Context: an optimization exercise on an open-source flow, tuned for small area and a short achievable clock period. The choices shown serve that exercise and are no tape-out recipe.
Only simulation tests tie the RTL to the original design; equivalence was not proved.
Power figures rest on the tool's default switching activity, not on a simulated workload.

==> delta: inputs <==
## vps_engine
module vps_engine (
    input  wire        clk,
    input  wire        rst,         
    input  wire        fwd_en,
    input  wire        flush_en,
    input  wire        stall_en,
    output wire [11:0] imem_addr,
    input  wire [17:0] imem_data,
    output wire        rf_we,
    output wire [3:0]  rf_waddr,
    output wire [7:0]  rf_wdata,
    output wire        dm_we,
    output wire [7:0]  dm_addr,
    output wire [7:0]  dm_wdata,
    output wire        flag_z,
    output wire        flag_c,
    output wire        fault
);
Settings: LEC_CHECK=0, CAP_MARGIN=20, CORE_MARGIN=2, CORE_UTILIZATION=40, CTS_BUF_LIST=sky130_fd_sc_hd__clkbuf_16, CTS_CLUSTER_DIAMETER=100, CTS_CLUSTER_SIZE=25, SETUP_SLACK_MARGIN=4.8, SLEW_MARGIN=20, SYNTH_HIERARCHICAL=1, TNS_END_PERCENT=5; clock period 9.0 ns.
run.sh (not shown) runs the stock make flow with config.mk's settings and CLKGATE_MAP_FILE= SYNTH_SCRIPT=/design/flow/synth_recipe.tcl, a recipe that flattens the netlist after the stock synthesis.
==> inputs of yarrow, as changes to delta <==
--- a/flow/design.v
+++ b/flow/design.v
@@ -7,18 +7,56 @@
 module vps_hold (
     input  wire s, sn, d, q,
     output wire y
 );
     assign y = (s & d) | (sn & q);
 endmodule
-module vps_fwdmux (
-    input  wire       f, h,
+module vps_mux8 (
+    input  wire       s,
     input  wire [7:0] a, b,
     output wire [7:0] y
 );
-    assign y = (f & h) ? a : b;
+    assign y = s ? a : b;
+endmodule
+module vps_dec4n (
+    input  wire [3:0]  a,
+    output wire [15:0] y
+);
+    genvar i;
+    generate
+        for (i = 0; i < 16; i = i + 1) begin : g
+            assign y[i] = ~(a == i);
+        end
+    endgenerate
+endmodule
+module vps_sel16 (
+    input  wire        s,
+    input  wire [15:0] a, b,
+    output wire [15:0] y
+);
+    assign y = s ? a : b;
+endmodule
+module vps_wval (
+    input  wire       ld, byp,
+    input  wire [7:0] p0, p1, wd, r,
+    output wire [7:0] y
+);
+    assign y = ld ? (byp ? wd : (p0 | p1)) : r;
+endmodule
+module vps_wen (
+    input  wire lo, hi, lo_n, hi_n,
+    output wire we, wen
+);
+    assign we  = ~(lo_n | hi_n);
+    assign wen = ~(lo & hi);
+endmodule
+module vps_dmwe (
+    input  wire st, stall_en, m_ld,
+    output wire y
+);
+    assign y = st & ~(stall_en & m_ld);
 endmodule
 module vps_engine (
     input  wire        clk,
     input  wire        rst,         
     input  wire        fwd_en,
     input  wire        flush_en,
@@ -43,13 +81,20 @@
     reg [3:0]  e_rb;
     reg [11:0] e_tgt;      
     reg [7:0]  e_opa;      
     reg [7:0]  e_opb;      
     reg        e_hita;     
     reg        e_hitb;     
+    reg        e_fault;    
     reg [7:0]  m_res;      
+    reg [7:0]  m_rd0;      
+    reg [7:0]  m_rd1;
+    reg        m_byp;      
+    reg        w_val;      
+    reg [7:0]  w_addr;
+    reg [7:0]  w_data;
     reg        m_z, m_c;
     reg [3:0]  m_rd;
     reg        m_rwe;
     reg        m_ld;
     reg [8*16-1:0]  regs;
     reg [8*256-1:0] dmem;
@@ -67,13 +112,13 @@
     wire op_st  = (opc == 6'd19) | (opc == 6'd20);
     wire op_rwe = (opc != 6'd0) & (opc <= 6'd18);
     wire op_fwe = (opc >= 6'd3) & (opc <= 6'd12);
     wire op_br  = (opc >= 6'd21) & (opc <= 6'd26);
     wire cond_z  = (opc == 6'd22) | (opc == 6'd25);
     wire cond_nz = (opc == 6'd23) | (opc == 6'd26);
-    assign fault = (opc >= 6'd27);
+    assign fault = e_fault;
     wire [7:0] e_a = (fwd_en & e_hita) ? m_res : e_opa;
     wire [7:0] e_b = (fwd_en & e_hitb) ? m_res : e_opb;
     wire [8:0] sum  = {1'b0, e_a} + {1'b0, e_b};
     wire [8:0] diff = {1'b0, e_a} - {1'b0, e_b};
     wire       big  = |e_b[7:3];
     wire [7:0] shl_res = big ? 8'd0 : (e_a << e_b[2:0]);
@@ -91,20 +136,33 @@
             op_shl: e_res = shl_res;
             op_sar: e_res = sar_res;
             default: e_res = e_b;    
         endcase
     end
     wire e_c = op_add ? sum[8] : (op_sub ? diff[8] : 1'b0);
-    wire e_z = (e_res == 8'd0);
+    wire [7:0] axb = e_a ^ e_b;
+    wire z_add = (axb == {e_a[6:0] | e_b[6:0], 1'b0});
+    wire z_eq  = (axb == 8'd0);
+    wire z_and = ((e_a & e_b) == 8'd0);
+    wire z_or  = ((e_a | e_b) == 8'd0);
+    wire e_z = op_add ? z_add : (op_and ? z_and : (op_or ? z_or : z_eq));
     wire taken = ~stall & op_br & ~(cond_z & ~m_z) & ~(cond_nz & m_z);
     wire flush = taken & flush_en;
     wire [255:0] dsel;
-    wire [7:0]   e_rdata;
-    generate
+    wire [7:0]   e_rd0, e_rd1;    
+    generate
+        wire [15:0] lo_f, lo_n, hi_f, hi_n, lo, hi;    
+        wire [7:0]  bf = e_hitb ? m_res : e_opb;       
+        vps_dec4n u_dlf (.a(bf[3:0]), .y(lo_f));
+        vps_dec4n u_dln (.a(e_opb[3:0]), .y(lo_n));
+        vps_dec4n u_dhf (.a(bf[7:4]), .y(hi_f));
+        vps_dec4n u_dhn (.a(e_opb[7:4]), .y(hi_n));
+        vps_sel16 u_slo (.s(fwd_en), .a(lo_f), .b(lo_n), .y(lo));
+        vps_sel16 u_shi (.s(fwd_en), .a(hi_f), .b(hi_n), .y(hi));
         for (k = 0; k < 256; k = k + 1) begin : g_dsel
-            assign dsel[k] = (e_b == k);
+            assign dsel[k] = ~(lo[k % 16] | hi[k / 16]);
         end
         for (k = 0; k < 8; k = k + 1) begin : g_rd
             wire [85:0] y;
             genvar j;
             for (j = 0; j < 85; j = j + 1) begin : g_w
                 vps_aoi222 u_aoi (
@@ -112,26 +170,40 @@
                     .b1(dsel[3*j+1]), .b2(dmem[8*(3*j+1) + k]),
                     .c1(dsel[3*j+2]), .c2(dmem[8*(3*j+2) + k]),
                     .y(y[j])
                 );
             end
             assign y[85] = ~(dsel[255] & dmem[8*255 + k]);
-            assign e_rdata[k] = ~&y;
+            assign e_rd0[k] = ~&y[42:0];
+            assign e_rd1[k] = ~&y[85:43];
         end
     endgenerate
     assign imem_addr = f_pc;
     assign rf_we     = m_rwe;
     assign rf_waddr  = m_rd;
-    assign rf_wdata  = m_res;
-    assign dm_we     = ~stall & op_st;
-    vps_fwdmux u_oa (.f(fwd_en), .h(e_hitb), .a(m_res), .b(e_opb), .y(dm_addr));
-    vps_fwdmux u_ob (.f(fwd_en), .h(e_hita), .a(m_res), .b(e_opa), .y(dm_wdata));
+    vps_wval u_ow (.ld(m_ld), .byp(m_byp), .p0(m_rd0), .p1(m_rd1), .wd(w_data), .r(m_res), .y(rf_wdata));
+    vps_dmwe u_owe (.st(op_st), .stall_en(stall_en), .m_ld(m_ld), .y(dm_we));
+    wire [7:0] oa_f, ob_f;
+    vps_mux8 u_oa1 (.s(e_hitb), .a(m_res), .b(e_opb), .y(oa_f));
+    vps_mux8 u_oa2 (.s(fwd_en), .a(oa_f),  .b(e_opb), .y(dm_addr));
+    vps_mux8 u_ob1 (.s(e_hita), .a(m_res), .b(e_opa), .y(ob_f));
+    vps_mux8 u_ob2 (.s(fwd_en), .a(ob_f),  .b(e_opa), .y(dm_wdata));
     assign flag_z    = m_z;
     assign flag_c    = m_c;
-    wire [7:0] rf_d = rst ? 8'd0 : m_res;
-    wire [7:0] dm_d = rst ? 8'd0 : e_a;
+    wire [7:0] m_wval;
+    vps_wval u_w (.ld(m_ld), .byp(m_byp), .p0(m_rd0), .p1(m_rd1), .wd(w_data), .r(m_res), .y(m_wval));
+    wire       e_we = ~stall & op_st;
+    wire [7:0] rf_d = rst ? 8'd0 : m_wval;
+    wire [7:0] dm_d = rst ? 8'd0 : w_data;
+    wire [15:0] wlo, whi;
+    generate
+        for (k = 0; k < 16; k = k + 1) begin : g_wpre
+            assign wlo[k] = rst | (w_val & (w_addr[3:0] == k));
+            assign whi[k] = rst | (w_addr[7:4] == k);
+        end
+    endgenerate
     generate
         for (k = 0; k < 16; k = k + 1) begin : g_reg
             wire we  = rst | (m_rwe & (m_rd == k));
             wire wen = ~we;
             wire [7:0] nxt;
             genvar b;
@@ -139,14 +211,16 @@
                 vps_hold u_h (.s(we), .sn(wen), .d(rf_d[b]), .q(regs[8*k + b]), .y(nxt[b]));
             end
             always @(posedge clk)
                 regs[8*k +: 8] <= nxt;
         end
         for (k = 0; k < 256; k = k + 1) begin : g_dmem
-            wire we  = rst | (dm_we & dsel[k]);
-            wire wen = ~we;
+            wire we, wen;
+            vps_wen u_we (.lo(wlo[k % 16]), .hi(whi[k / 16]),
+                          .lo_n(~wlo[k % 16]), .hi_n(~whi[k / 16]),
+                          .we(we), .wen(wen));
             wire [7:0] nxt;
             genvar b;
             for (b = 0; b < 8; b = b + 1) begin : g_b
                 vps_hold u_h (.s(we), .sn(wen), .d(dm_d[b]), .q(dmem[8*k + b]), .y(nxt[b]));
             end
             always @(posedge clk)
@@ -154,27 +228,66 @@
         end
     endgenerate
     wire [5:0] d_opc = d_ir[17:12];
     wire [3:0] d_ra  = d_ir[11:8];
     wire [3:0] d_rb  = d_ir[7:4];
     wire       d_bimm = ~d_opc[0];
-    wire [7:0] rf_ra = (m_rwe & (m_rd == d_ra)) ? m_res : regs[8*d_ra +: 8];
-    wire [7:0] rf_rb = (m_rwe & (m_rd == d_rb)) ? m_res : regs[8*d_rb +: 8];
-    wire [7:0] hold_a = (m_rwe & (m_rd == e_ra)) ? m_res : e_opa;
-    wire [7:0] hold_b = (m_rwe & (m_rd == e_rb) & opc[0]) ? m_res : e_opb;
+    wire [15:0] rsa, rsb;
+    wire [7:0]  rda, rdb;
+    generate
+        for (k = 0; k < 16; k = k + 1) begin : g_rsel
+            assign rsa[k] = (d_ra == k);
+            assign rsb[k] = (d_rb == k);
+        end
+        for (k = 0; k < 8; k = k + 1) begin : g_rrd
+            wire [5:0] ya, yb;
+            genvar j;
+            for (j = 0; j < 5; j = j + 1) begin : g_w
+                vps_aoi222 u_a (
+                    .a1(rsa[3*j]),   .a2(regs[8*(3*j) + k]),
+                    .b1(rsa[3*j+1]), .b2(regs[8*(3*j+1) + k]),
+                    .c1(rsa[3*j+2]), .c2(regs[8*(3*j+2) + k]),
+                    .y(ya[j])
+                );
+                vps_aoi222 u_b (
+                    .a1(rsb[3*j]),   .a2(regs[8*(3*j) + k]),
+                    .b1(rsb[3*j+1]), .b2(regs[8*(3*j+1) + k]),
+                    .c1(rsb[3*j+2]), .c2(regs[8*(3*j+2) + k]),
+                    .y(yb[j])
+                );
+            end
+            assign ya[5] = ~(rsa[15] & regs[8*15 + k]);
+            assign yb[5] = ~(rsb[15] & regs[8*15 + k]);
+            assign rda[k] = ~&ya;
+            assign rdb[k] = ~&yb;
+        end
+    endgenerate
+    wire [7:0] rf_ra = (m_rwe & (m_rd == d_ra)) ? m_wval : rda;
+    wire [7:0] rf_rb = (m_rwe & (m_rd == d_rb)) ? m_wval : rdb;
+    wire [7:0] hold_a = (m_rwe & (m_rd == e_ra)) ? m_wval : e_opa;
+    wire [7:0] hold_b = (m_rwe & (m_rd == e_rb) & opc[0]) ? m_wval : e_opb;
     wire e_wr = op_rwe & ~op_ld;
     always @(posedge clk) begin
         if (rst) begin
             f_pc <= 12'd0;
             d_ir <= 18'd0; d_rel <= 12'd0;
             e_opc <= 6'd0; e_ra <= 4'd0; e_rb <= 4'd0; e_tgt <= 12'd0;
-            e_opa <= 8'd0; e_opb <= 8'd0; e_hita <= 1'b0; e_hitb <= 1'b0;
-            m_res <= 8'd0; m_z <= 1'b0; m_c <= 1'b0; m_rd <= 4'd0;
+            e_opa <= 8'd0; e_opb <= 8'd0; e_hita <= 1'b0; e_hitb <= 1'b0; e_fault <= 1'b0;
+            m_res <= 8'd0; m_rd0 <= 8'd0; m_rd1 <= 8'd0; m_byp <= 1'b0;
+            w_val <= 1'b0; w_addr <= 8'd0; w_data <= 8'd0; m_z <= 1'b0; m_c <= 1'b0; m_rd <= 4'd0;
             m_rwe <= 1'b0; m_ld <= 1'b0;
         end else begin
-            m_res <= op_ld ? e_rdata : e_res;
+            m_res <= e_res;
+            m_rd0 <= e_rd0;
+            m_rd1 <= e_rd1;
+            m_byp <= w_val & (w_addr == e_b);
+            w_val <= e_we;
+            if (e_we) begin
+                w_addr <= e_b;
+                w_data <= e_a;
+            end
             m_rd  <= e_ra;
             m_rwe <= ~stall & op_rwe;
             m_ld  <= ~stall & op_ld;
             if (~stall & op_fwe) begin
                 m_z <= e_z;
                 m_c <= e_c;
@@ -188,15 +301,17 @@
                 e_opa  <= rf_ra;
                 e_opb  <= d_bimm ? d_ir[7:0] : rf_rb;
                 e_hita <= e_wr & (e_ra == d_ra);
                 e_hitb <= e_wr & (e_ra == d_rb) & ~d_bimm;
                 if (flush) begin
                     e_opc <= 6'd0;
+                    e_fault <= 1'b0;
                     d_ir  <= 18'd0;
                 end else begin
                     e_opc <= d_opc;
+                    e_fault <= (d_opc >= 6'd27);
                     d_ir  <= imem_data;
                 end
                 e_ra  <= d_ra;
                 e_rb  <= d_rb;
                 e_tgt <= (d_opc >= 6'd24) ? d_rel : d_ir[11:0];
                 d_rel <= f_pc + imem_data[11:0];
- SETUP_SLACK_MARGIN: 4.8 -> 5.0
- TNS_END_PERCENT: 5 -> 20
==> inputs of harbor, as changes to delta <==
--- a/flow/design.v
+++ b/flow/design.v
@@ -6,19 +6,12 @@
 endmodule
 module vps_hold (
     input  wire s, sn, d, q,
     output wire y
 );
     assign y = (s & d) | (sn & q);
-endmodule
-module vps_fwdmux (
-    input  wire       f, h,
-    input  wire [7:0] a, b,
-    output wire [7:0] y
-);
-    assign y = (f & h) ? a : b;
 endmodule
 module vps_engine (
     input  wire        clk,
     input  wire        rst,         
     input  wire        fwd_en,
     input  wire        flush_en,
@@ -120,14 +113,14 @@
     endgenerate
     assign imem_addr = f_pc;
     assign rf_we     = m_rwe;
     assign rf_waddr  = m_rd;
     assign rf_wdata  = m_res;
     assign dm_we     = ~stall & op_st;
-    vps_fwdmux u_oa (.f(fwd_en), .h(e_hitb), .a(m_res), .b(e_opb), .y(dm_addr));
-    vps_fwdmux u_ob (.f(fwd_en), .h(e_hita), .a(m_res), .b(e_opa), .y(dm_wdata));
+    assign dm_addr   = e_b;
+    assign dm_wdata  = e_a;
     assign flag_z    = m_z;
     assign flag_c    = m_c;
     wire [7:0] rf_d = rst ? 8'd0 : m_res;
     wire [7:0] dm_d = rst ? 8'd0 : e_a;
     generate
         for (k = 0; k < 16; k = k + 1) begin : g_reg
- CTS_BUF_LIST: sky130_fd_sc_hd__clkbuf_16 -> unset
- CTS_CLUSTER_DIAMETER: 100 -> unset
- CTS_CLUSTER_SIZE: 25 -> unset
- SETUP_SLACK_MARGIN: 4.8 -> 4.5
- TNS_END_PERCENT: 5 -> unset
==> summary of the runs <==
First-iteration DRC count: yarrow > delta > harbor.
Total power: harbor > delta > yarrow.
The highest clock-buffer cell count belongs to harbor, the lowest to delta.
Register-to-register slack: harbor < delta < yarrow.
delta finished with timing, DRC and antenna clean. yarrow went through all stages and came out clean. harbor produced a clean layout.

## re-timing with driven ports
Ports are ideal in the flow. The routed layouts listed here were re-timed in OpenROAD. Step 1 assumes that a clkbuf_16 drives the clock port and a buf_2 every other input. Step 2 also shifts input and output timing later by t, the mid clock arrival at the registers, as if the neighbouring blocks saw the same clock. Three values: ideal ports, drivers, drivers and shift; two values: the first two.
run	t (ns)	setup WS [ns]	clock arrival spread, ns	worst register clock-pin slew, ns	cell pins on the clock port's net
delta	0.879	4.341 / 4.163 / 3.284	0.043 / 0.043	0.11 / 0.11	1
yarrow	0.892	4.779 / 4.477 / 3.796	0.046 / 0.046	0.11 / 0.11	1
harbor	0.964	4.025 / 4.070 / 3.106	0.068 / 0.068	0.07 / 0.07	1
After both steps setup and hold are still met in every run listed. The setup slack of delta, which loses most, moves by -0.178 ns with the drivers and by -1.057 ns with both steps.
